Context: an optimization exercise on an open-source flow, tuned for small area, a short achievable clock period and few clock cycles. The choices shown serve that exercise and are no tape-out recipe.
The RTL was checked by simulation tests, not by an equivalence proof against the original design.
Power figures rest on the tool's default switching activity, not on a simulated workload.

**flow/design.v**
```verilog
module median_cut_quantizer (
    input  wire        clk,
    input  wire        rst,
    input  wire        in_valid,
    input  wire [7:0]  in_data,
    input  wire        in_last,
    output wire        in_ready,
    output wire        out_valid,
    input  wire        out_ready,
    output wire [3:0]  out_qlen,
    output wire [63:0] out_pal
);
    localparam CW = 12;    
    localparam SW = 20;    
    localparam S_LOAD  = 3'd0;
    localparam S_DRAIN = 3'd1;
    localparam S_FIN   = 3'd2;
    localparam S_TRIM  = 3'd3;
    localparam S_WAIT  = 3'd4;
    localparam S_SCAN  = 3'd5;
    reg [2:0]    state;
    reg          in_ready_r;
    reg          clr;                
    reg          i_v, i_last;
    reg [7:0]    i_d;                
    reg          a_v, a_last;        
    reg [7:0]    a_d;
    reg [31:0]   grp;                
    reg          b_v, b_last;        
    reg [7:0]    b_a;
    reg [CW-1:0] b_cnt;              
    wire [CW-1:0] b_new = b_cnt + 1'b1;
    reg          c_v;                
    reg [7:0]    c_a;
    reg [CW-1:0] c_new;
    reg [CW-1:0] n;
    reg [3:0]    ndist;              
    reg [7:0]    L [0:6];            
    reg [7:0]    vmax;
    reg [CW-1:0] hmin, hmax;
    reg [CW-1:0] m;                  
    reg [CW-1:0] cap_min, cap_max;
    reg          rd_more;            
    reg          q_v;                
    reg [5:0]    q_g;
    reg [CW-1:0] q_c [0:3];
    reg          g_v;                
    reg [5:0]    g_g;
    reg [CW-1:0] g_c [0:3];
    reg [CW-1:0] g_T;                
    reg [13:0]   g_W;                
    reg          r_slow;             
    reg [1:0]    sj;                 
    reg [CW-1:0] r_x;                
    reg [2:0]    li;                 
    reg [CW-1:0] lr;                 
    reg          e_v, e_done;
    reg [7:0]    e_val;
    reg [CW-1:0] e_take;
    reg [13:0]   e_w;
    reg          f_v, f_done;
    reg [15:0]   f_plo, f_phi;       
    reg [13:0]   f_w;
    wire [SW-1:0] f_prod = f_plo + {f_phi, 4'd0} + f_w;
    reg [SW-1:0] acc;
    reg          qs_v;               
    reg [SW-1:0] qsum;
    reg [1:0]    pend;               
    reg          djob;               
    reg [CW-1:0] m_div;
    reg [3:0]    d_i;
    reg [2:0]    d_step;             
    reg          d_act;
    reg [CW-1:0] dd;                 
    reg [13:0]   dd3;                
    reg [11:0]   dr;                 
    reg [7:0]    dq;
    reg          o_v;
    reg [3:0]    o_len;
    reg [7:0]    pal [0:7];
    integer i;
    assign in_ready  = in_ready_r;
    assign out_valid = o_v;
    assign out_qlen  = o_len;
    genvar g;
    generate
        for (g = 0; g < 8; g = g + 1) begin : g_pal
            assign out_pal[8*g+7:8*g] = pal[g];
        end
    endgenerate
    reg  [7:0] lo [0:255];
    wire [7:0] wd = clr ? 8'd0 : b_new[7:0];
    wire [15:0] dec_hi, dec_lo;
    genvar w;
    generate
        for (w = 0; w < 16; w = w + 1) begin : g_dec
            assign dec_hi[w] = clr || (b_v && b_a[7:4] == w);
            assign dec_lo[w] = clr || (b_a[3:0] == w);
        end
        for (w = 0; w < 256; w = w + 1) begin : g_bin
            always @(posedge clk)
                if (dec_hi[w >> 4] && dec_lo[w & 15]) lo[w] <= wd;
        end
    endgenerate
    reg [31:0] rd_grp;
    always @* begin
        for (i = 0; i < 4; i = i + 1)
            rd_grp[8*i +: 8] = lo[{i_d[7:2], i[1:0]}];
    end
    reg [14:0] cv;
    reg [7:0]  ctag [0:14];
    reg [3:0]  chi  [0:14];
    reg [3:0]  ap;                   
    reg [14:0] b_match;              
    wire       b_carry = (b_cnt[7:0] == 8'hff);
    wire [14:0] ap_hot;
    wire [14:0] g_match;             
    wire [14:0] a_match_cam;         
    generate
        for (w = 0; w < 15; w = w + 1) begin : g_cam
            assign ap_hot[w]      = (ap == w);
            assign g_match[w]     = cv[w] && (ctag[w][7:2] == a_d[7:2]);
            assign a_match_cam[w] = g_match[w] && (ctag[w][1:0] == a_d[1:0]);
        end
    endgenerate
    wire [14:0] b_match_post = (b_carry && b_match == 15'd0) ? ap_hot : b_match;
    reg  [3:0] rd_hi;
    reg  [3:0] g_hi [0:3];
    always @* begin
        rd_hi = 4'd0;
        for (i = 0; i < 4; i = i + 1) g_hi[i] = 4'd0;
        for (i = 0; i < 15; i = i + 1) begin
            if (a_match_cam[i]) rd_hi = rd_hi | chi[i];
            if (g_match[i]) g_hi[ctag[i][1:0]] = g_hi[ctag[i][1:0]] | chi[i];
        end
    end
    wire [7:0]    rd_lo  = grp[8*a_d[1:0] +: 8];
    wire [CW-1:0] rd_cnt = {rd_hi, rd_lo};
    always @(posedge clk) begin
        if (clr) begin
            cv <= 15'd0;
            ap <= 4'd0;
        end else if (b_v && b_carry) begin
            for (i = 0; i < 15; i = i + 1)
                if (b_match_post[i]) begin
                    cv[i]   <= 1'b1;
                    ctag[i] <= b_a;
                    chi[i]  <= b_new[11:8];
                end
            if (b_match == 15'd0) ap <= ap + 1'b1;
        end
    end
    wire          fwd_b   = b_v && (b_a == a_d);
    wire          fwd_c   = c_v && (c_a == a_d);
    wire [CW-1:0] a_cnt   = fwd_b ? b_new : fwd_c ? c_new : rd_cnt;
    wire [14:0]   a_match = fwd_b ? b_match_post : a_match_cam;
    wire [CW-1:0] g_cnt [0:3];
    generate
        for (w = 0; w < 4; w = w + 1) begin : g_trim
            assign g_cnt[w] = ({a_d[7:2], 2'd0} + w == L[0]) ? cap_min :
                              ({a_d[7:2], 2'd0} + w == vmax) ? cap_max :
                              {g_hi[w], grp[8*w +: 8]};
        end
    endgenerate
    reg  [7:0] L_ins [0:6];
    reg  [6:0] gt;
    always @* begin
        for (i = 0; i < 7; i = i + 1)
            gt[i] = (ndist <= i) || (L[i] > b_a);
        for (i = 0; i < 7; i = i + 1) begin
            if (!gt[i])                  L_ins[i] = L[i];
            else if (i == 0)             L_ins[i] = b_a;
            else if (gt[i-1])            L_ins[i] = L[i-1];
            else                         L_ins[i] = b_a;
        end
    end
    wire [CW-1:0] trim = n >> 3;
    wire [CW-1:0] cmin = (hmin > trim) ? trim : hmin;
    wire [CW-1:0] cmax = (hmax > trim) ? trim : hmax;
    function [CW-1:0] leaf_size;
        input [CW-1:0] mm;
        input [2:0]    idx;
        reg   [CW:0]   s;
        begin
            s = mm + {idx[0], idx[1], idx[2]};
            leaf_size = s[CW:3];
        end
    endfunction
    wire          slow_now = r_slow || (g_T > lr);
    wire          fast_eq  = (g_T == lr);
    wire [1:0]    sj_now   = r_slow ? sj : 2'd0;
    wire [CW-1:0] xc       = r_x;
    wire          xs_fit   = (xc < lr);
    wire          xs_end   = (xc <= lr);        
    wire [CW-1:0] lr_next  = leaf_size(m, li + 1'b1);
    wire          step_done = slow_now ? !xs_fit : fast_eq;
    wire          sc_go     = g_v && (pend == 2'd0 || !step_done);
    wire          consume   = sc_go && (slow_now ? (xs_end && sj_now == 2'd3) : 1'b1);
    wire          scanning  = (state == S_SCAN);
    wire          g_load    = !g_v || consume;
    wire          q_load    = !q_v || g_load;
    wire          a_load    = !scanning || !a_v || q_load;
    wire [13:0]   dt     = {dr, dq[7:6]};
    wire [14:0]   ds1    = {1'b0, dt} - {3'b000, dd};
    wire [14:0]   ds2    = {1'b0, dt} - {2'b00, dd, 1'b0};
    wire [14:0]   ds3    = {1'b0, dt} - {1'b0, dd3};
    wire          ge1    = !ds1[14];
    wire          ge2    = !ds2[14];
    wire          ge3    = !ds3[14];
    wire [13:0]   dr_n   = ge3 ? ds3[13:0] : ge2 ? ds2[13:0] : ge1 ? ds1[13:0] : dt;
    wire [1:0]    dqb    = ge3 ? 2'd3 : ge2 ? 2'd2 : ge1 ? 2'd1 : 2'd0;
    wire [12:0]   dr2    = {dr, 1'b0};
    wire          rnd_up = (dr2 > {1'b0, dd}) || ((dr2 == {1'b0, dd}) && dq[0]);
    wire [7:0]    dq_rnd = dq + rnd_up;
    wire [CW-1:0] dsz    = leaf_size(m_div, d_i[2:0]);
    wire          sc_done   = scanning && sc_go && step_done;
    wire          d_pop     = djob && !d_act && qs_v && (d_i != 0 || !o_v);
    always @(posedge clk) begin
        if (rst) begin
            state      <= S_LOAD;
            in_ready_r <= 1'b1;
            clr        <= 1'b1;
            i_v        <= 1'b0;
            a_v        <= 1'b0;
            b_v        <= 1'b0;
            c_v        <= 1'b0;
            n          <= {CW{1'b0}};
            ndist      <= 4'd0;
            g_v        <= 1'b0;
            q_v        <= 1'b0;
            e_v        <= 1'b0;
            f_v        <= 1'b0;
            djob       <= 1'b0;
            d_act      <= 1'b0;
            o_v        <= 1'b0;
        end else begin
            clr <= 1'b0;
            e_v <= 1'b0;
            if (!scanning) begin
                i_v <= in_valid && in_ready_r;
                if (in_valid && in_ready_r) begin
                    i_d    <= in_data;
                    i_last <= in_last;
                    if (in_last) in_ready_r <= 1'b0;
                end
            end
            if (a_load) begin
                a_v    <= scanning ? rd_more : i_v;
                a_d    <= i_d;
                a_last <= i_last;
                grp    <= rd_grp;
                if (scanning && rd_more) begin
                    i_d <= {i_d[7:2] + 1'b1, 2'b00};
                    if (i_d[7:2] == vmax[7:2]) rd_more <= 1'b0;
                end
            end
            b_v <= a_v && !scanning;
            if (a_v) begin
                b_a     <= a_d;
                b_last  <= a_last;
                b_cnt   <= a_cnt;
                b_match <= a_match;
            end
            c_v   <= b_v;
            c_a   <= b_a;
            c_new <= b_new;
            if (b_v) begin
                n <= n + 1'b1;
                if (ndist == 0 || b_a <= L[0]) hmin <= b_new;
                if (ndist == 0 || b_a >= vmax) begin
                    hmax <= b_new;
                    vmax <= b_a;
                end
                if (b_cnt == 0) begin
                    if (ndist != 4'd8) ndist <= ndist + 1'b1;
                    for (i = 0; i < 7; i = i + 1) L[i] <= L_ins[i];
                end
            end
            case (state)
            S_LOAD: begin
                if (in_valid && in_ready_r && in_last) state <= S_DRAIN;
            end
            S_DRAIN: begin
                if (b_v && b_last) state <= S_FIN;
            end
            S_FIN: begin
                cap_min <= cmin;
                cap_max <= cmax;
                if (ndist == 4'd8) begin
                    state <= S_TRIM;
                end else if (!djob && !o_v) begin
                    for (i = 0; i < 7; i = i + 1)
                        pal[i] <= (i < ndist) ? L[i] : 8'd0;
                    pal[7]     <= 8'd0;
                    o_len      <= ndist;
                    o_v        <= 1'b1;
                    clr        <= 1'b1;
                    n          <= {CW{1'b0}};
                    ndist      <= 4'd0;
                    in_ready_r <= 1'b1;
                    state      <= S_LOAD;
                end
            end
            S_TRIM: begin
                m     <= n - hmin - hmax + cap_min + cap_max;
                state <= S_WAIT;
            end
            S_WAIT: begin
                if (!djob) begin
                    djob     <= 1'b1;
                    m_div    <= m;
                    d_i      <= 4'd0;
                    d_act    <= 1'b0;
                    pend     <= 2'd0;
                    qs_v     <= 1'b0;
                    i_d      <= {L[0][7:2], 2'b00};
                    rd_more  <= 1'b1;
                    a_v      <= 1'b0;
                    q_v      <= 1'b0;
                    g_v      <= 1'b0;
                    r_slow   <= 1'b0;
                    li       <= 3'd0;
                    lr       <= leaf_size(m, 3'd0);
                    acc      <= {SW{1'b0}};
                    state    <= S_SCAN;
                end
            end
            S_SCAN: begin
                if (sc_go) begin
                    e_v <= 1'b1;
                    if (!slow_now) begin
                        e_val  <= {g_g, 2'd0};
                        e_take <= g_T;
                        e_w    <= g_W;
                        e_done <= fast_eq;
                        if (fast_eq) begin
                            li <= li + 1'b1;
                            lr <= lr_next;
                        end else begin
                            lr <= lr - g_T;
                        end
                    end else begin
                        e_val  <= {g_g, sj_now};
                        e_take <= xs_fit ? xc : lr;
                        e_w    <= 14'd0;
                        e_done <= !xs_fit;
                        r_slow <= 1'b1;
                        if (xs_end) begin
                            r_x     <= g_c[sj_now + 1'b1];
                            sj      <= sj_now + 1'b1;
                            if (sj_now == 2'd3) r_slow <= 1'b0;
                        end else begin
                            r_x     <= xc - lr;
                            sj      <= sj_now;
                        end
                        if (xs_fit) begin
                            lr <= lr - xc;
                        end else begin
                            li <= li + 1'b1;
                            lr <= lr_next;
                        end
                    end
                    if (li == 3'd7 && step_done) begin
                        clr        <= 1'b1;
                        n          <= {CW{1'b0}};
                        ndist      <= 4'd0;
                        in_ready_r <= 1'b1;
                        i_v        <= 1'b0;
                        a_v        <= 1'b0;
                        state      <= S_LOAD;
                    end
                end
                if (g_load) begin
                    g_v <= q_v;
                    r_x <= q_c[0];
                    g_g <= q_g;
                    for (i = 0; i < 4; i = i + 1) g_c[i] <= q_c[i];
                    g_T <= q_c[0] + q_c[1] + q_c[2] + q_c[3];
                    g_W <= q_c[1] + {q_c[2], 1'b0} + {q_c[3], 1'b0} + q_c[3];
                end
                if (q_load) begin
                    q_v <= a_v;
                    q_g <= a_d[7:2];
                    for (i = 0; i < 4; i = i + 1) q_c[i] <= g_cnt[i];
                end
            end
            default: state <= S_LOAD;
            endcase
            f_v <= e_v;
            if (e_v) begin
                f_plo  <= e_take * e_val[3:0];
                f_phi  <= e_take * e_val[7:4];
                f_w    <= e_w;
                f_done <= e_done;
            end
            if (f_v) begin
                if (f_done) begin
                    qsum  <= acc + f_prod;
                    qs_v  <= 1'b1;
                    acc   <= {SW{1'b0}};
                end else begin
                    acc <= acc + f_prod;
                end
            end
            if (djob) begin
                if (!d_act) begin
                    if (d_pop) begin
                        qs_v   <= 1'b0;
                        d_act  <= 1'b1;
                        d_step <= 3'd1;
                        dd     <= dsz;
                        dd3    <= {2'b00, dsz} + {1'b0, dsz, 1'b0};
                        dr     <= qsum[19:8];
                        dq     <= qsum[7:0];
                    end
                end else if (d_step != 3'd5) begin
                    dr     <= dr_n[11:0];
                    dq     <= {dq[5:0], dqb};
                    d_step <= d_step + 1'b1;
                end else begin
                    pal[d_i[2:0]] <= dq_rnd;
                    d_act <= 1'b0;
                    d_i   <= d_i + 1'b1;
                    if (d_i == 4'd7) begin
                        djob  <= 1'b0;
                        o_len <= 4'd8;
                        o_v   <= 1'b1;
                    end
                end
            end
            if (state != S_WAIT) pend <= pend + sc_done - d_pop;
            if (o_v && out_ready) o_v <= 1'b0;
        end
    end
endmodule
```
**flow/flow/run.sh**
```bash
#!/bin/bash
# The standard layout (the standard.sh: standard synthesis, then ORFS
# floorplan to finish), with timing repair asked to leave 6.5 ns of setup
# slack at the design's 10 ns clock, i.e. to reach a ~3.5 ns period where
# it can. Everything else is the standard flow.
set -euo pipefail
bash standard.sh SETUP_SLACK_MARGIN=6.5 finish > flow_standard.log 2>&1
```
**flow/standard.sh**
```bash
#!/bin/bash
# synth_recipe.tcl (not shown) runs the flow's synth.tcl, then flattens the netlist and writes it again
# the make line also repeats each setting of config.mk as NAME=value (left out here)
make -C /OpenROAD-flow-scripts/flow DESIGN_CONFIG=/design/flow/config.mk WORK_HOME=/design/flow/orfs CLKGATE_MAP_FILE= SYNTH_SCRIPT=/design/flow/synth_recipe.tcl "${@:-finish}"
```
**flow/config.mk**
```make
export PLATFORM = sky130hd
export DESIGN_NAME = median_cut_quantizer
export DESIGN_NICKNAME = median_cut_quantizer
export VERILOG_FILES = /design/flow/design.v
export SDC_FILE = /design/flow/constraint.sdc
export NUM_CORES = 4
export LEC_CHECK = 0
export CAP_MARGIN = 20
export CORE_MARGIN = 2
export CORE_UTILIZATION = 30
export PLACE_DENSITY = 0.5
export SLEW_MARGIN = 20
```
**flow/constraint.sdc**
```tcl
create_clock -name core_clock -period 10.0 [get_ports {clk}]
set_input_delay 2.0000 -clock core_clock [delete_from_list [all_inputs] [get_ports {clk}]]
set_output_delay 2.0000 -clock core_clock [all_outputs]
set_load 0.01 [all_outputs]
```
==> results.tsv, run 1 <==
metric	value	unit
grtUsageTotal	23.44	%
grt_max_degree	183	
gp_congestion	0.9119	
worst_r2r_path_depth	19	
antenna_left	0	
wl_per_cell	34.78	µm
die_w	648.7	µm
area_delta_synth_final	22.10	%
htreeDepth	5	
end_kind	register	
yosysTopAreaCell	edfxtp_1	
syn-cell-area	124700	µm²
worst_pin_slew	1.361	ns
io_buffers	82	
ios	83	
cts.sinks	2927	
skew	0.08402	ns
synth_top_family_by_area	compound AO/OA/AOI/OAI gates	
yosys.area_share.adder	5.407	%
slew_violations	0	
crit_fanout	3	
synth-main-ff-cell	edfxtp_1	
ys_warn_count	9	
hold_viol	0	
synth_common_cells	edfxtp_1 (2876), nor2_1 (587), a22oi_1 (415)	
yosysSeqAreaShare	70.08	%
cp.required	10.60	ns
cp_slowest_cell	edfxtp_1	
rrSetupSlack	6.05	ns
drt-initial-drc-count	13300	
cp-startpoint	r_x[0]	
rsz0062_at_grt	true	
cpPeakStageDelay	0.38	ns
via_per_inst	5.752	
p_leak	52.55	nW
core_area	413400	µm²
post-route-util	36.83	%
dp.final_hpwl	327.2	mm
nets	9591	
fin_tns_setup	0	ns
r2r_end	pend[1]	
cts_tree	done	
totalWireLength	516.0	mm
fill_cells	38800	
rows	236	
setup_violations	0	
clock_latency	0.93	ns
numCtsBuffers	311	
dpl_cell_area	135000	µm²
postSynthAreaPerCell	14.91	µm²
fmax	253.1	MHz
ys_types	87	
root_buffer	clkbuf_16	
worstHoldPathType	register to register	
clk_pin_slew	0.06	ns
synth_mux_area_share	1.332	%
min_period	3.951	ns
yosys.area_share.simple	7.022	%
syn_inst	8362	
slew_headroom	9.288	%
grt-ovfl-total	0	
path_class	register to register	
crit_end	pend[1]	
dieHeight	648.7	µm
drt-pass1-iter-count	7	
max-cap-violations	0	
stdcell_area	152200	µm²
synth_edf_count	2876	
cts_buffer_depth	4	
ir_worst_vdd	0.0001305	V
grt_pass1_wl	692.0	mm
drive_above_1_share	22.78	%
worstReg2RegStart	r_x[0]	
start_util	30.16	%
status	complete, no violations	
grt_pass1_vias	81750	
power_density	179.6	nW/µm²
timing.final.ws_setup	6.049	ns
synth_most_common_cell	edfxtp_1	
antenna_found_initial	22	
dieArea	420800	µm²
ys_ff_latch	2927	
ys_async_sr_fraction	0	%
worst_setup_path_start_kind	register	
crit_chain	inv_1 > ha_2 > fa_2 > nor2b_4 > o21a_1 > o21ai_2 > a21oi_2 > a221o_1 > a21o_1 > a221oi_4 > a21o_4 > clkinvlp_4 > nand4_1 > ha_1 > inv_1 > ha_1 > xor2_1 > xnor2_1 > nor2_1	
preCtsSetupSlack	5.189	ns
drcViolationCount	0	
yosys.area_share.xor_xnor	2.237	%
synth_area_leaders	edfxtp_1 (69%), ha_1 (3.0%), a22oi_1 (2.5%)	
cts_hold_buf	0	
synth-compound-area-share	11.54	%
route.vias.total	85340	
synth_top_area_share	69.27	%
worst-endpoint-arrival	4.56	ns
period_share	39.51	%
per-stage QoR:
| stage | std cells | power, mW | hold slack (ns) |
|---|---|---|---|
| CTS | 14670 | 27.27 | 0.4190 |
| finish | 14840 | 27.34 | 0.4200 |
| detailed placement | 13850 | 15.98 | 0.4045 |
| global placement | 13850 | 15.94 | 0.4086 |
| floorplan | 8367 | 15.01 | 0.4003 |
| global route | 14830 | 27.91 | 0.4261 |
power breakdown:
group          switching (mW)  total [mW]  leakage [nW]  internal [mW]
registers               0.277        14.3          27.7           14.0
clock network            4.93        11.3          4.73           6.41
logic                    1.27        1.71          20.1          0.445
placed cells by master, fill, tap and decap left out, types with 98 or more instances in the layout:
master     instances
a221oi_1         281
nand3_1          190
a22o_1           305
ha_1             261
o21ai_0          214
edfxtp_1        2876
a22oi_1          403
nand2_1          311
clkbuf_16        333
nand4_1          199
a21oi_1          164
xnor2_1          187
nor2_4           107
buf_4            551
nor2_1           345
nor2_2           137
inv_1            346
buf_6             98
fa_1             139
sequential cells by signal (all words and copies together), names as in the netlist, 32 cells and up:
signal and count:
L 56, chi 60, ctag 120, grp 32, g_c 48, q_c 48, lo 2048, pal 64
metal layers:
layer,up-vias,global-route usage (%),wire [µm]
li1,34520,-,-
met1,43960,30.55,194900
met2,5614,37.17,235200
met3,1238,5.099,56090
met4,10,11.08,29700
met5,-,0,79
how the worst min path moves through the flow:
stage / startpoint / to / depth (start not counted)
6_report: e_w[9] / f_w[9] / 0
5_1_grt: e_w[9] / f_w[9] / 0
4_1_cts: e_w[9] / f_w[9] / 0
3_5_place_dp: e_w[9] / f_w[9] / 0
3_3_place_gp: e_w[9] / f_w[9] / 0
2_1_floorplan: i_last / a_last / 0
timing repair:
action	4_1_cts	5_1_grt
setup endpoints to repair	1890	983
buffers inserted	250	144
hold endpoints to repair	0	0
pin swaps	148	211
resized for setup	701	425
gates cloned	23	19
area by class of cell:
| class | count | area, µm² | share of cell area [%] |
|---|---|---|---|
| clock inverters | 152 | 1353 | 0.8884 |
| well taps | 5474 | 6849 | 4.499 |
| flip-flops and latches | 2927 | 87400 | 57.41 |
| repair buffers | 838 | 7995 | 5.252 |
| clock buffers | 388 | 8310 | 5.459 |
| diodes | 6 | 15.01 | 0.009862 |
| multi-input cells | 4680 | 38920 | 25.56 |
| inverters | 373 | 1408 | 0.9246 |
cell families (layout without fill, tap and decap cells):
| group | after synthesis | in the layout |
|---|---|---|
| xor+xnor | 315 | 315 |
| mux | 145 | 145 |
| simple gates | 1803 | 1811 |
| compound gates | 1954 | 1956 |
| flops | 2927 | 2927 |
| buf+inv | 770 | 1751 |
| other cells | 1 | 12 |
| fa+ha+maj | 447 | 447 |
worst max-delay path, delay by kind of cell (launching register included):
kind | cells | cell delay (ns)
xor gates and xnor gates | 2 | 0.35
adders and majority gates | 4 | 0.82
buffers and inverters | 3 | 0.29
DFF | 1 | 0.38
and+or+nand+nor | 3 | 0.27
AOI/OAI and AO/OA | 7 | 1.60
Testbench counts, summed over its fixed seeds: cycles 50,537.
==> inputs of run 2 (changes only) <==
--- a/flow/design.v
+++ b/flow/design.v
@@ -19,4 +19,6 @@
     localparam S_WAIT  = 3'd4;
     localparam S_SCAN  = 3'd5;
+    localparam S_TRIM2 = 3'd6;
+    localparam S_TRIM3 = 3'd7;
     reg [2:0]    state;
     reg          in_ready_r;
@@ -40,5 +42,4 @@
     reg [CW-1:0] hmin, hmax;
     reg [CW-1:0] m;                  
-    reg [CW-1:0] cap_min, cap_max;
     reg          rd_more;            
     reg          q_v;                
@@ -55,18 +56,14 @@
     reg [2:0]    li;                 
     reg [CW-1:0] lr;                 
+    reg [7:0]    base;               
     reg          e_v, e_done;
-    reg [7:0]    e_val;
-    reg [CW-1:0] e_take;
-    reg [13:0]   e_w;
-    reg          f_v, f_done;
-    reg [15:0]   f_plo, f_phi;       
-    reg [13:0]   f_w;
-    wire [SW-1:0] f_prod = f_plo + {f_phi, 4'd0} + f_w;
+    reg [14:0]   e_add;
+    reg [7:0]    e_base;
     reg [SW-1:0] acc;
     reg          qs_v;               
     reg [SW-1:0] qsum;
-    reg [1:0]    pend;               
+    reg [7:0]    qbase;
+    reg          pend;               
     reg          djob;               
-    reg [CW-1:0] m_div;
     reg [3:0]    d_i;
     reg [2:0]    d_step;             
@@ -76,4 +73,5 @@
     reg [11:0]   dr;                 
     reg [7:0]    dq;
+    reg [7:0]    d_base;
     reg          o_v;
     reg [3:0]    o_len;
@@ -108,5 +106,5 @@
             rd_grp[8*i +: 8] = lo[{i_d[7:2], i[1:0]}];
     end
-    reg [14:0] cv;
+    wire [14:0] cv;                  
     reg [7:0]  ctag [0:14];
     reg [3:0]  chi  [0:14];
@@ -120,4 +118,5 @@
         for (w = 0; w < 15; w = w + 1) begin : g_cam
             assign ap_hot[w]      = (ap == w);
+            assign cv[w]          = (ap > w);
             assign g_match[w]     = cv[w] && (ctag[w][7:2] == a_d[7:2]);
             assign a_match_cam[w] = g_match[w] && (ctag[w][1:0] == a_d[1:0]);
@@ -139,10 +138,8 @@
     always @(posedge clk) begin
         if (clr) begin
-            cv <= 15'd0;
             ap <= 4'd0;
         end else if (b_v && b_carry) begin
             for (i = 0; i < 15; i = i + 1)
                 if (b_match_post[i]) begin
-                    cv[i]   <= 1'b1;
                     ctag[i] <= b_a;
                     chi[i]  <= b_new[11:8];
@@ -158,6 +155,6 @@
     generate
         for (w = 0; w < 4; w = w + 1) begin : g_trim
-            assign g_cnt[w] = ({a_d[7:2], 2'd0} + w == L[0]) ? cap_min :
-                              ({a_d[7:2], 2'd0} + w == vmax) ? cap_max :
+            assign g_cnt[w] = ({a_d[7:2], 2'd0} + w == L[0]) ? cmin :
+                              ({a_d[7:2], 2'd0} + w == vmax) ? cmax :
                               {g_hi[w], grp[8*w +: 8]};
         end
@@ -195,10 +192,12 @@
     wire [CW-1:0] lr_next  = leaf_size(m, li + 1'b1);
     wire          step_done = slow_now ? !xs_fit : fast_eq;
-    wire          sc_go     = g_v && (pend == 2'd0 || !step_done);
-    wire          consume   = sc_go && (slow_now ? (xs_end && sj_now == 2'd3) : 1'b1);
     wire          scanning  = (state == S_SCAN);
+    wire          rdscan    = scanning || (state == S_TRIM) || (state == S_TRIM2) ||
+                              (state == S_TRIM3) || (state == S_WAIT);
+    wire          sc_go     = scanning && g_v && (!pend || !step_done);
+    wire          consume   = sc_go && (slow_now ? (xs_end && sj_now == 2'd3) : 1'b1);
     wire          g_load    = !g_v || consume;
     wire          q_load    = !q_v || g_load;
-    wire          a_load    = !scanning || !a_v || q_load;
+    wire          a_load    = !rdscan || !a_v || q_load;
     wire [13:0]   dt     = {dr, dq[7:6]};
     wire [14:0]   ds1    = {1'b0, dt} - {3'b000, dd};
@@ -211,8 +210,10 @@
     wire [1:0]    dqb    = ge3 ? 2'd3 : ge2 ? 2'd2 : ge1 ? 2'd1 : 2'd0;
     wire [12:0]   dr2    = {dr, 1'b0};
-    wire          rnd_up = (dr2 > {1'b0, dd}) || ((dr2 == {1'b0, dd}) && dq[0]);
-    wire [7:0]    dq_rnd = dq + rnd_up;
-    wire [CW-1:0] dsz    = leaf_size(m_div, d_i[2:0]);
-    wire          sc_done   = scanning && sc_go && step_done;
+    wire          rnd_up = (dr2 > {1'b0, dd}) || ((dr2 == {1'b0, dd}) && (dq[0] ^ d_base[0]));
+    wire [7:0]    dq_b0  = dq + d_base;
+    wire [7:0]    dq_b1  = dq + d_base + 1'b1;
+    wire [7:0]    dq_rnd = rnd_up ? dq_b1 : dq_b0;
+    wire [CW-1:0] dsz    = leaf_size(m, d_i[2:0]);
+    wire          sc_done   = sc_go && step_done;
     wire          d_pop     = djob && !d_act && qs_v && (d_i != 0 || !o_v);
     always @(posedge clk) begin
@@ -230,5 +231,4 @@
             q_v        <= 1'b0;
             e_v        <= 1'b0;
-            f_v        <= 1'b0;
             djob       <= 1'b0;
             d_act      <= 1'b0;
@@ -236,6 +236,9 @@
         end else begin
             clr <= 1'b0;
-            e_v <= 1'b0;
-            if (!scanning) begin
+            e_v    <= sc_go;
+            e_add  <= !slow_now ? {lr - g_T, 2'b00} + g_W : (xs_fit ? lr - xc : 15'd0);
+            e_base <= base;
+            e_done <= step_done;
+            if (!rdscan) begin
                 i_v <= in_valid && in_ready_r;
                 if (in_valid && in_ready_r) begin
@@ -246,20 +249,18 @@
             end
             if (a_load) begin
-                a_v    <= scanning ? rd_more : i_v;
+                a_v    <= rdscan ? rd_more : i_v;
                 a_d    <= i_d;
                 a_last <= i_last;
                 grp    <= rd_grp;
-                if (scanning && rd_more) begin
+                if (rdscan && rd_more) begin
                     i_d <= {i_d[7:2] + 1'b1, 2'b00};
                     if (i_d[7:2] == vmax[7:2]) rd_more <= 1'b0;
                 end
             end
-            b_v <= a_v && !scanning;
-            if (a_v) begin
-                b_a     <= a_d;
-                b_last  <= a_last;
-                b_cnt   <= a_cnt;
-                b_match <= a_match;
-            end
+            b_v     <= a_v && !rdscan;
+            b_a     <= a_d;
+            b_last  <= a_last;
+            b_cnt   <= a_cnt;
+            b_match <= a_match;
             c_v   <= b_v;
             c_a   <= b_a;
@@ -285,8 +286,17 @@
             end
             S_FIN: begin
-                cap_min <= cmin;
-                cap_max <= cmax;
+                if (!djob) begin
+                    m   <= n - hmin;
+                    acc <= {{(SW-CW){1'b0}}, cmin};
+                end
                 if (ndist == 4'd8) begin
-                    state <= S_TRIM;
+                    if (!djob) begin
+                        i_d     <= {L[0][7:2], 2'b00};
+                        rd_more <= 1'b1;
+                        a_v     <= 1'b0;
+                        q_v     <= 1'b0;
+                        g_v     <= 1'b0;
+                        state   <= S_TRIM;
+                    end
                 end else if (!djob && !o_v) begin
                     for (i = 0; i < 7; i = i + 1)
@@ -303,5 +313,14 @@
             end
             S_TRIM: begin
-                m     <= n - hmin - hmax + cap_min + cap_max;
+                m     <= m - hmax;
+                state <= S_TRIM2;
+            end
+            S_TRIM2: begin
+                m     <= m + acc[CW-1:0];
+                acc   <= {{(SW-CW){1'b0}}, cmax};
+                state <= S_TRIM3;
+            end
+            S_TRIM3: begin
+                m     <= m + acc[CW-1:0];
                 state <= S_WAIT;
             end
@@ -309,18 +328,13 @@
                 if (!djob) begin
                     djob     <= 1'b1;
-                    m_div    <= m;
                     d_i      <= 4'd0;
                     d_act    <= 1'b0;
-                    pend     <= 2'd0;
+                    pend     <= 1'b0;
                     qs_v     <= 1'b0;
-                    i_d      <= {L[0][7:2], 2'b00};
-                    rd_more  <= 1'b1;
-                    a_v      <= 1'b0;
-                    q_v      <= 1'b0;
-                    g_v      <= 1'b0;
                     r_slow   <= 1'b0;
                     li       <= 3'd0;
                     lr       <= leaf_size(m, 3'd0);
                     acc      <= {SW{1'b0}};
+                    base     <= {L[0][7:2], 2'b00};
                     state    <= S_SCAN;
                 end
@@ -328,24 +342,16 @@
             S_SCAN: begin
                 if (sc_go) begin
-                    e_v <= 1'b1;
                     if (!slow_now) begin
-                        e_val  <= {g_g, 2'd0};
-                        e_take <= g_T;
-                        e_w    <= g_W;
-                        e_done <= fast_eq;
                         if (fast_eq) begin
-                            li <= li + 1'b1;
-                            lr <= lr_next;
+                            li   <= li + 1'b1;
+                            lr   <= lr_next;
+                            base <= {g_g + 1'b1, 2'b00};
                         end else begin
                             lr <= lr - g_T;
                         end
                     end else begin
-                        e_val  <= {g_g, sj_now};
-                        e_take <= xs_fit ? xc : lr;
-                        e_w    <= 14'd0;
-                        e_done <= !xs_fit;
                         r_slow <= 1'b1;
                         if (xs_end) begin
-                            r_x     <= g_c[sj_now + 1'b1];
+                            r_x     <= (sj_now == 2'd0) ? g_c[1] : (sj_now == 2'd1) ? g_c[2] : g_c[3];
                             sj      <= sj_now + 1'b1;
                             if (sj_now == 2'd3) r_slow <= 1'b0;
@@ -357,6 +363,7 @@
                             lr <= lr - xc;
                         end else begin
-                            li <= li + 1'b1;
-                            lr <= lr_next;
+                            li   <= li + 1'b1;
+                            lr   <= lr_next;
+                            base <= {g_g, sj_now} + xs_end;
                         end
                     end
@@ -371,9 +378,13 @@
                     end
                 end
+            end
+            default: state <= S_LOAD;
+            endcase
+            if (rdscan) begin
                 if (g_load) begin
                     g_v <= q_v;
                     r_x <= q_c[0];
                     g_g <= q_g;
-                    for (i = 0; i < 4; i = i + 1) g_c[i] <= q_c[i];
+                    for (i = 1; i < 4; i = i + 1) g_c[i] <= q_c[i];
                     g_T <= q_c[0] + q_c[1] + q_c[2] + q_c[3];
                     g_W <= q_c[1] + {q_c[2], 1'b0} + {q_c[3], 1'b0} + q_c[3];
@@ -385,20 +396,12 @@
                 end
             end
-            default: state <= S_LOAD;
-            endcase
-            f_v <= e_v;
             if (e_v) begin
-                f_plo  <= e_take * e_val[3:0];
-                f_phi  <= e_take * e_val[7:4];
-                f_w    <= e_w;
-                f_done <= e_done;
-            end
-            if (f_v) begin
-                if (f_done) begin
-                    qsum  <= acc + f_prod;
+                if (e_done) begin
+                    qsum  <= acc + e_add;
+                    qbase <= e_base;
                     qs_v  <= 1'b1;
                     acc   <= {SW{1'b0}};
                 end else begin
-                    acc <= acc + f_prod;
+                    acc <= acc + e_add;
                 end
             end
@@ -413,4 +416,5 @@
                         dr     <= qsum[19:8];
                         dq     <= qsum[7:0];
+                        d_base <= qbase;
                     end
                 end else if (d_step != 3'd5) begin
@@ -429,5 +433,5 @@
                 end
             end
-            if (state != S_WAIT) pend <= pend + sc_done - d_pop;
+            if (state != S_WAIT) pend <= sc_done || (pend && !d_pop);
             if (o_v && out_ready) o_v <= 1'b0;
         end
--- a/flow/config.mk
+++ b/flow/config.mk
@@ -8,5 +8,6 @@
 export CAP_MARGIN = 20
 export CORE_MARGIN = 2
-export CORE_UTILIZATION = 30
-export PLACE_DENSITY = 0.5
+export CORE_UTILIZATION = 45
+export CTS_BUF_LIST = sky130_fd_sc_hd__clkbuf_8
+export PLACE_DENSITY = 0.6
 export SLEW_MARGIN = 20
==> results.tsv, run 2 <==
metric	value	unit
status	complete, no violations	
max-cap-violations	0	
end_kind	output pin	
grt_pass1_vias	81310	
power	26.34	mW
rrSetupSlack	6.40	ns
dieArea	270900	µm²
fin_tns_setup	0	ns
nets	9387	
mostFrequentLayoutCell	edfxtp_1	
min_to	d_base[4]	
grt_max_degree	191	
worst-endpoint-arrival	1.61	ns
skew	0.1469	ns
layout_common_cells	edfxtp_1 (2793), a22oi_1 (974), nand2_1 (557), clkbuf_8 (456), buf_4 (439)	
yosysSeqAreaShare	70.45	%
ys_warn_count	9	
regMostFlops	lo	
crit_chain	buf_6	
slew_headroom	13.03	%
post-route-util	52.89	%
ys_async_sr_fraction	0	%
rows	189	
drt-initial-drc-count	13090	
rsz0062_at_grt	true	
cts.sinks	2828	
clock_latency	1.14	ns
period_share	36.14	%
cp_slowest_cell	edfxtp_1	
dp.final_hpwl	306.1	mm
worstSetupPathDepth	1	
syn-cell-area	120000	µm²
synth_common_cells	edfxtp_1 (2793), a22oi_1 (994), nor2_1 (628)	
path_buf_inv	1	
worst_pin_slew	1.305	ns
root_buffer	clkbuf_8	
synth_area_leaders	edfxtp_1 (70%), a22oi_1 (6.2%), ha_1 (2.8%)	
hold_depth	0	
core_area	265300	µm²
wl_per_cell	36.96	µm
fmax	276.7	MHz
ys_ff_latch	2828	
synth_top_area_share	69.87	%
hold_viol	0	
area_delta_synth_final	16.91	%
syn_inst	8338	
cts_tree	done	
drt-pass1-iter-count	6	
cp.required	8.00	ns
totalWireLength	478.6	mm
start_util	45.24	%
worstReg2RegStart	b_a[4]	
grt_pass1_wl	649.5	mm
grtUsageTotal	34.49	%
yosysTopAreaCell	edfxtp_1	
power_density	187.7	nW/µm²
ios	83	
synth_edf_count	2793	
postSynthAreaPerCell	14.40	µm²
die_w	520.5	µm
min_from	qbase[4]	
worst_r2r_path_depth	6	
antenna_left	0	
ys_types	94	
drive_above_1_share	19.34	%
via_per_inst	6.538	
worstHoldPathType	register to register	
setup_violations	0	
synth-main-ff-cell	edfxtp_1	
cpPeakStageDelay	0.43	ns
drcViolationCount	0	
ir_worst_vdd	0.0001653	V
route.vias.total	84660	
cts_buffer_depth	4	
gp_congestion	1.001	
synth_most_common_cell	edfxtp_1	
p_leak	49.80	nW
crit_fanout	1	
min_period	3.614	ns
grt-ovfl-total	0	
largest_reg_flops	2048	
dieHeight	520.5	µm
slew_violations	0	
worst_setup_path_start_kind	register	
clk_pin_slew	0.07	ns
htreeDepth	5	
numCtsBuffers	450	
cpLargestDelayFamily	flip-flops	
top_regs	lo x2048, ctag x120, pal x64	
r2r_end	lo[255][7]	
antenna_found_initial	17	
path_class	register to output pin	
io_buffers	82	
==> run 2: how the worst max path moves through the flow <==
stage,start,end
final,pal[5][6],out_pal[46]
after global routing,pal[6][6],out_pal[54]
after CTS,pal[6][6],out_pal[54]
after detailed placement,i_d[6],grp[21]
after global placement,i_d[6],grp[22]
after floorplan,b_cnt[2],lo[0][7]
==> run 2: layout make-up <==
cell class / count / area (µm²)
antenna: 13 / 32.53
clock buffer: 455 / 6262
clock inverter: 355 / 2141
fill: 21960 / 125000
inverter: 222 / 875.8
multi-input combinational: 4911 / 36350
sequential: 2828 / 84590
tap: 3533 / 4420
timing repair buffer: 631 / 5664
==> run 2: metrics by stage <==
| step | cell area (µm²) | worst slack [ns] | hold slack, ns | cells |
|---|---|---|---|---|
| 2_1_floorplan | 120300 | 6.267 | 0.4003 | 8338 |
| 3_3_place_gp | 127500 | 4.899 | 0.4007 | 11910 |
| 4_1_cts | 138700 | 6.299 | 0.4053 | 12840 |
| 5_1_grt | 140300 | 6.339 | 0.4187 | 12940 |
| 6_report | 140300 | 6.386 | 0.4087 | 12950 |
| 3_5_place_dp | 127800 | 4.816 | 0.4045 | 11920 |
==> run 2: cell families (layout without fill, tap and decap cells) <==
group | count (synthesis) | count (layout) | share of synthesized area, %
buf+inv | 608 | 1663 | 1.939
simple gates | 2079 | 2088 | 8.160
xor+xnor | 344 | 344 | 2.510
compound gates | 1994 | 1994 | 11.67
fa+ha+maj | 330 | 330 | 3.802
mux | 155 | 155 | 1.462
flops | 2828 | 2828 | 70.45
other cells | 0 | 13 | 0
==> run 2: routing by layer <==
metal	track usage, %	part of all wire [%]	vias to the layer above
met2	52.96	45	6625
met1	43.64	35	42190
li1	-	-	34210
met3	9.071	12	1624
met4	21.63	7.5	14
met5	0	0.022	-
==> run 2: what timing repair did <==
action / 4_1_cts / 5_1_grt
cloned: 13 / 8
setup buffers: 100 / 84
hold buffers: 0 / 0
endpoints found under the setup margin: 1804 / 666
resized for setup: 690 / 182
pin swaps: 62 / 92
==> run 2: power by group <==
part           switching, mW  leakage [nW]  internal [mW]
sequential             0.313          27.1           14.2
combinational           1.75          18.0          0.498
clock                   4.81          4.74           4.79
Testbench counts of run 2, summed over its fixed seeds: cycles 50,385.
==> inputs of run 3 (changes only) <==
==> flow/config.mk (replaced) <==
export PLATFORM = sky130hd
export DESIGN_NAME = median_cut_quantizer
export DESIGN_NICKNAME = median_cut_quantizer
export VERILOG_FILES = /design/flow/design.v
export SDC_FILE = /design/flow/constraint.sdc
export NUM_CORES = 4
export LEC_CHECK = 0
export CAP_MARGIN = 40
export CORE_MARGIN = 2
export CORE_UTILIZATION = 30
export PLACE_DENSITY = 0.5
export SLEW_MARGIN = 40
==> results.tsv, run 3 <==
metric	value	unit
status	complete, no violations	
p_leak	49.99	nW
yosysSeqAreaShare	70.45	%
die_w	636.6	µm
worst_r2r_path_depth	12	
syn-cell-area	120000	µm²
area_delta_synth_final	20.70	%
ir_worst_vdd	0.0001531	V
grtUsageTotal	24.30	%
end_kind	output pin	
min_from	qbase[3]	
fin_tns_setup	0	ns
largest_reg_flops	2048	
htreeDepth	5	
cp.required	8.00	ns
regMostFlops	lo	
dieHeight	636.6	µm
start_util	30.10	%
skew	0.1405	ns
cpPeakStageDelay	0.50	ns
io_buffers	82	
antenna_left	0	
worst_pin_slew	0.9910	ns
via_per_inst	5.821	
multiInputGateArea	36670	µm²
route.vias.total	83730	
power_density	196.8	nW/µm²
ys_warn_count	9	
grt_pass1_vias	79510	
period_share	36.08	%
worst_setup_path_start_kind	register	
dieArea	405200	µm²
yosys.area_share.adder	3.802	%
synth_mux_area_share	1.462	%
crit_fanout	1	
max-cap-violations	0	
min_to	d_base[3]	
synth-main-ff-cell	edfxtp_1	
numCtsBuffers	316	
clock_latency	1.01	ns
hold_depth	0	
hold_viol	0	
ys_types	94	
cpLargestDelayFamily	flip-flops	
syn_inst	8338	
core_area	398800	µm²
yosys.area_share.simple	8.160	%
drive_above_1_share	18.74	%
internal-power	21.40	mW
rrSetupSlack	6.41	ns
worstReg2RegStart	i_d[7]	
cts_tree	done	
antenna_found_initial	32	
ios	83	
layout_common_cells	edfxtp_1 (2793), a22oi_1 (965), nand2_1 (557), nor2_1 (381), buf_4 (357)	
yosysTopAreaCell	edfxtp_1	
combPwrFrac	8.2	%
p_seq_share	50.8	%
p_sw_share	24.95	%
cts_buffer_depth	4	
ys_ff_latch	2828	
setup_violations	0	
worstHoldPathType	register to register	
layout.area.seq	84590	µm²
synth_area_leaders	edfxtp_1 (70%), a22oi_1 (6.2%), ha_1 (2.8%)	
dp.final_hpwl	336.5	mm
power_frac_clock	40.9	%
synth_most_common_cell	edfxtp_1	
synth-compound-area-share	11.67	%
rows	232	
wl_per_cell	35.64	µm
grt_pass1_wl	686.2	mm
root_buffer	clkbuf_16	
path_class	register to output pin	
mostFrequentLayoutCell	edfxtp_1	
r2r_end	grp[30]	
yosys.area_share.xor_xnor	2.510	%
rsz0062_at_grt	true	
postSynthAreaPerCell	14.40	µm²
slew_violations	0	
slew_headroom	33.77	%
drt-pass1-iter-count	6	
worstSetupPathDepth	1	
grt-ovfl-total	0	
timing.hold.ws	0.4181	ns
gp_congestion	0.9262	
cts.sinks	2828	
synth_top_area_share	69.87	%
drt-initial-drc-count	13390	
fill_cells	37780	
switchingPower	7.113	mW
synth_top_family_by_area	compound AO/OA/AOI/OAI gates	
path_buf_inv	1	
crit_chain	buf_2	
drcViolationCount	0	
nets	9217	
synth_common_cells	edfxtp_1 (2793), a22oi_1 (994), nor2_1 (628)	
fmax	277.2	MHz
min_period	3.608	ns
cp_slowest_cell	edfxtp_1	
cts_hold_buf	0	
grt_max_degree	179	
ys_async_sr_fraction	0	%
worst-endpoint-arrival	1.61	ns
top_regs	lo x2048, ctag x120, pal x64	
totalWireLength	512.7	mm
clk_pin_slew	0.06	ns
synth_edf_count	2793	
run 3: kinds of logic after synthesis:
kind of cell	after synthesis
adders and majority gates	330
buffers and inverters	608
DFF	2828
and+or+nand+nor	2079
AOI/OAI and AO/OA	1994
xor gates and xnor gates	344
muxes	155
run 3: metal layers:
layer	part of all wire [%]	global-route usage [%]
met1	39	32.56
met2	45	37.76
met3	11	5.060
met4	5.6	11.16
met5	0.022	0
run 3: area by class of cell:
class,count,share of cell area [%]
diodes,12,0.02073
clock buffers,393,5.788
clock inverters,158,1.255
inverters,222,0.6062
multi-input cells,4906,25.31
flip-flops and latches,2828,58.39
well taps,5265,4.547
repair buffers,600,4.089
run 3: power groups by stage:
stage / clock network [mW] / logic (mW) / registers, mW
floorplan: 0 / 0.926 / 14.6
global placement: 0 / 2.05 / 14.7
detailed placement: 0 / 2.14 / 14.7
CTS: 11.7 / 2.22 / 14.5
global route: 12.2 / 2.38 / 14.5
finish: 11.7 / 2.34 / 14.5
run 3: how the worst max path moves through the flow:
stage / start / to
after floorplan: b_cnt[2] / lo[0][7]
after global placement: i_d[6] / grp[13]
after detailed placement: i_d[6] / grp[29]
after CTS: pal[7][4] / out_pal[60]
after global routing: lr[0] / g_c[2][0]
final: pal[7][6] / out_pal[62]
run 3: through the flow:
step	power [mW]	setup slack, ns	std cells	utilization (%)	cell area, µm²
finish	28.52	6.392	14380	36.33	144900
global route	29.09	6.325	14370	36.32	144900
CTS	28.44	6.283	14290	35.80	142800
detailed placement	16.88	5.052	13650	32.82	130900
global placement	16.78	5.071	13620	32.50	129600
floorplan	15.51	6.267	8338	-	120300
run 3: repair_timing:
item	in CTS	in global routing
resized for setup	532	240
buffers inserted	84	57
pin swaps	63	103
cloned	8	15
endpoints found under the setup margin	858	518

static timing again, ports no longer ideal:
No port has a modelled driver above. Below, the same layouts with a new extraction and two added sets of constraints. Step 1: set_driving_cell puts a clkbuf_16 on clk and a buf_2 on each other input, an assumption about the parent block. Step 2 also shifts input and output timing later by t, the mid clock arrival at the registers, as if the neighbouring blocks saw the same clock. Slacks: ideal / step 1 / step 2; pairs: ideal / step 1.
run	t, ns	slack for setup (ns)	latest minus earliest clock arrival (ns)	slew at the worst register clock pin (ns)
run 1	0.987	6.049 / 6.049 / 5.788	0.095 / 0.095	0.07 / 0.07
run 2	1.154	6.386 / 6.291 / 5.672	0.157 / 0.156	0.08 / 0.08
run 3	1.039	6.392 / 6.286 / 5.603	0.147 / 0.147	0.07 / 0.07
After both steps every run listed still meets setup and hold. For run 3, which loses most, drivers alone change the setup slack by -0.106 ns; drivers and shift together by -0.789 ns.
